What follows belongs to an exercise in optimizing a design on an open flow for small area; a production flow would make more cautious choices.
In this exercise RTL edits were held to simulation tests only and were not proved equivalent to the original.
Power figures rest on the tool's default switching activity, not on a simulated workload. No driver is modelled on the clock port, so clocking that relies on it looks cheaper here than on a real chip.

== JK ==
==> module frame_detector, before the edit <==
module frame_detector (
    input  wire         clk,
    input  wire         rst,           
    input  wire [9:0]   w,             
    output reg  [2:0]   outcome,
    output reg  [1:0]   dec,
    output wire [5:0]   frm_len,
    output wire [311:0] frm,           
    output reg          ev_valid,
    output wire [5:0]   ev_len,
    output wire [287:0] ev_id,         
    output reg          diag_valid,
    output reg  [2:0]   diag_code
);
    localparam integer CAP = 40;
    localparam integer NF  = CAP - 1;   
    localparam integer NP  = 32;        
    localparam [1:0] OP_IDLE   = 2'd0;
    localparam [1:0] OP_BYTE   = 2'd1;
    localparam [1:0] OP_CLOSED = 2'd2;
    localparam [1:0] OP_ATTACH = 2'd3;
    localparam [7:0] STX = 8'h02;
    localparam [7:0] ETX = 8'h03;
    localparam [7:0] CR  = 8'h0D;
    localparam [7:0] LF  = 8'h0A;
    localparam [2:0] OC_INCOMPLETE = 3'd0;
    localparam [2:0] OC_COMPLETE   = 3'd1;
    localparam [2:0] OC_OVERFLOW   = 3'd2;
    localparam [2:0] OC_CLOSED     = 3'd3;
    localparam [2:0] OC_REJECTED   = 3'd4;
    localparam [1:0] DEC_OK       = 2'd0;
    localparam [1:0] DEC_NO_START = 2'd1;
    localparam [1:0] DEC_NO_TERM  = 2'd2;
    localparam [2:0] DG_OVERFLOW = 3'd1;
    localparam [2:0] DG_NO_START = 3'd2;
    localparam [2:0] DG_NO_TERM  = 3'd3;
    localparam [2:0] DG_CLOSED   = 3'd4;
    localparam [2:0] DG_REJECTED = 3'd5;
    wire [1:0] op = w[9:8];
    wire [7:0] d  = w[7:0];
    reg [8*NF-1:0] buf_q;     
    reg [8*NP-1:0] pay_q;     
    reg [5:0] len_q;          
    reg       closed_q;       
    reg       stx_q;          
    reg       term_q;         
    reg       cr_q;           
    reg [5:0] plast_q;        
    reg [1:0] spos_q;         
    wire is_byte = (op == OP_BYTE);
    wire full    = len_q[5] & len_q[3];            
    wire is_etx  = (d == ETX);
    wire store   = is_byte && !full && !is_etx;
    wire empty   = rst || op[1] || (is_byte && (full || is_etx));
    wire [5:0] pnext = plast_q + 6'd1;
    wire [3:0] pnext_hi = pnext[5] ? 4'd0 : (4'd1 << pnext[4:3]);
    wire [7:0] pnext_lo = 8'd1 << pnext[2:0];
    wire [4:0] len_hi = { len_q[5],
                          len_q[4] &  len_q[3],
                          len_q[4] & ~len_q[3],
                         ~len_q[4] &  len_q[3],
                         ~len_q[5] & ~len_q[4] & ~len_q[3] };
    wire [7:0] len_lo = 8'd1 << len_q[2:0];
    genvar g;
    generate
        for (g = 0; g < NF; g = g + 1) begin : g_buf
            always @(posedge clk)
                if (len_hi[g/8] && len_lo[g%8])
                    buf_q[8*g +: 8] <= d;
        end
        for (g = 0; g < NP; g = g + 1) begin : g_pay
            always @(posedge clk)
                if (pnext_hi[g/8] && pnext_lo[g%8])
                    pay_q[8*g +: 8] <= d;
        end
    endgenerate
    always @(posedge clk) begin
        if (empty) begin
            len_q  <= 6'd0;
            stx_q  <= 1'b0;
            term_q <= 1'b0;
            cr_q   <= 1'b0;
        end else if (store) begin
            len_q <= len_q + 6'd1;
            cr_q  <= (d == CR);
            if (!stx_q) begin
                if (d == STX) begin
                    stx_q   <= 1'b1;
                    plast_q <= 6'h3f;
                    spos_q  <= len_q[1:0];
                end
            end else if (!term_q) begin
                if (cr_q && d == LF)
                    term_q <= 1'b1;
                else
                    plast_q <= pnext;
            end
        end
        if (rst || op == OP_ATTACH)
            closed_q <= 1'b0;
        else if (op == OP_CLOSED)
            closed_q <= 1'b1;
    end
    assign frm     = buf_q;
    assign frm_len = len_q;
    assign ev_len  = plast_q;
    wire [7:0] b33 = buf_q[8*33 +: 8];
    wire [7:0] b34 = buf_q[8*34 +: 8];
    wire [7:0] b35 = buf_q[8*35 +: 8];
    wire [7:0] b36 = buf_q[8*36 +: 8];
    assign ev_id[8*NP-1:0] = pay_q;
    assign ev_id[8*32 +: 8] = spos_q[1] ? (spos_q[0] ? b36 : b35)
                                        : (spos_q[0] ? b34 : b33);
    assign ev_id[8*33 +: 8] = spos_q[1] ? b36
                                        : (spos_q[0] ? b35 : b34);
    assign ev_id[8*34 +: 8] = spos_q[0] ? b36 : b35;
    assign ev_id[8*35 +: 8] = b36;
    always @(*) begin
        outcome    = OC_INCOMPLETE;
        dec        = DEC_OK;
        ev_valid   = 1'b0;
        diag_valid = 1'b0;
        diag_code  = 3'd0;
        if (!rst) begin
            case (op)
                OP_BYTE: begin
                    if (closed_q) begin
                        outcome    = OC_REJECTED;
                        diag_valid = 1'b1;
                        diag_code  = DG_REJECTED;
                    end else if (full) begin
                        outcome    = OC_OVERFLOW;
                        diag_valid = 1'b1;
                        diag_code  = DG_OVERFLOW;
                    end else if (is_etx) begin
                        outcome = OC_COMPLETE;
                        if (!stx_q) begin
                            dec        = DEC_NO_START;
                            diag_valid = 1'b1;
                            diag_code  = DG_NO_START;
                        end else if (!term_q) begin
                            dec        = DEC_NO_TERM;
                            diag_valid = 1'b1;
                            diag_code  = DG_NO_TERM;
                        end else begin
                            ev_valid = 1'b1;
                        end
                    end
                end
                OP_CLOSED: begin
                    diag_valid = 1'b1;
                    if (closed_q) begin
                        outcome   = OC_REJECTED;
                        diag_code = DG_REJECTED;
                    end else begin
                        outcome   = OC_CLOSED;
                        diag_code = DG_CLOSED;
                    end
                end
                default: ;    
            endcase
        end
    end
endmodule
clock: 20.0 ns
lec_check: 0
abc_area: 1
cap_margin: 20
core_margin: 2
core_utilization: 60
slew_margin: 20
standard.sh (not shown) runs the stock make flow with config.mk's settings and CLKGATE_MAP_FILE= SYNTH_SCRIPT=/design/flow/synth_recipe.tcl, a recipe that flattens the netlist after the stock synthesis.
==> flow/flow/run.sh <==
#!/bin/bash
# The standard ORFS layout (standard.sh), with two changes:
#  - the port buffers are the smallest buffer, sky130_fd_sc_hd__buf_1;
#  - the clock tree uses larger sink clusters and no dummy loads.
set -euo pipefail
cd "$(dirname "$0")/.."
bash standard.sh \
  BUFFER_PORTS_ARGS="-buffer_cell sky130_fd_sc_hd__buf_1" \
  CTS_ARGS="-sink_clustering_enable -repair_clock_nets -dont_use_dummy_load -sink_clustering_size 30 -sink_clustering_max_diameter 100" \
  finish > standard.log 2>&1
JK completed every stage of the flow, and the final layout passed the timing, design-rule and antenna checks.
Modified inputs, MS compared to JK
diff --git a/flow/design.v b/flow/design.v
--- a/flow/design.v
+++ b/flow/design.v
@@ -77,8 +77,9 @@
     always @(posedge clk) begin
         if (empty) begin
-            len_q  <= 6'd0;
-            stx_q  <= 1'b0;
-            term_q <= 1'b0;
-            cr_q   <= 1'b0;
+            len_q   <= 6'd0;
+            stx_q   <= 1'b0;
+            term_q  <= 1'b0;
+            cr_q    <= 1'b0;
+            plast_q <= 6'h3f;
         end else if (store) begin
             len_q <= len_q + 6'd1;
@@ -87,5 +88,4 @@
                 if (d == STX) begin
                     stx_q   <= 1'b1;
-                    plast_q <= 6'h3f;
                     spos_q  <= len_q[1:0];
                 end
==> comparison <==
- The met1 global-route usage of MS is lower than that of JK.
- [compare] base=JK new=MS: worst hold-check slack moved up, shortest clock period the worst path allows after layout moved down, share of the clock period used by the worst path after layout moved down, share of synthesized cell area in full adder, half adder and majority cells level.
- Summary: clock power, MS better than JK

==> separate check: timing with driven ports <==
In the flow no input, the clock included, has a driving cell. The finished layouts below were timed again as built, in two steps. Step 1 assumes that a clkbuf_16 drives the clock port and a buf_2 every other input. Step 2, shift: input delay + t, output delay - t, t = (earliest + latest rising clock arrival at the registers) / 2. This alone moves slack from input paths to output paths. Three values: ideal ports, drivers, drivers and shift; two values: the first two.
| run | shift t [ns] | setup WS [ns] | worst setup path after step 2 |
|---|---|---|---|
| JK | 0.607 | 10.019 / 9.994 / 9.994 | input to output |
| MS | 0.597 | 10.368 / 10.339 / 10.339 | input to output |
After both steps setup and hold are still met in every run listed. The setup slack of MS, which loses most, moves by -0.029 ns with the drivers and by -0.029 ns with both steps.
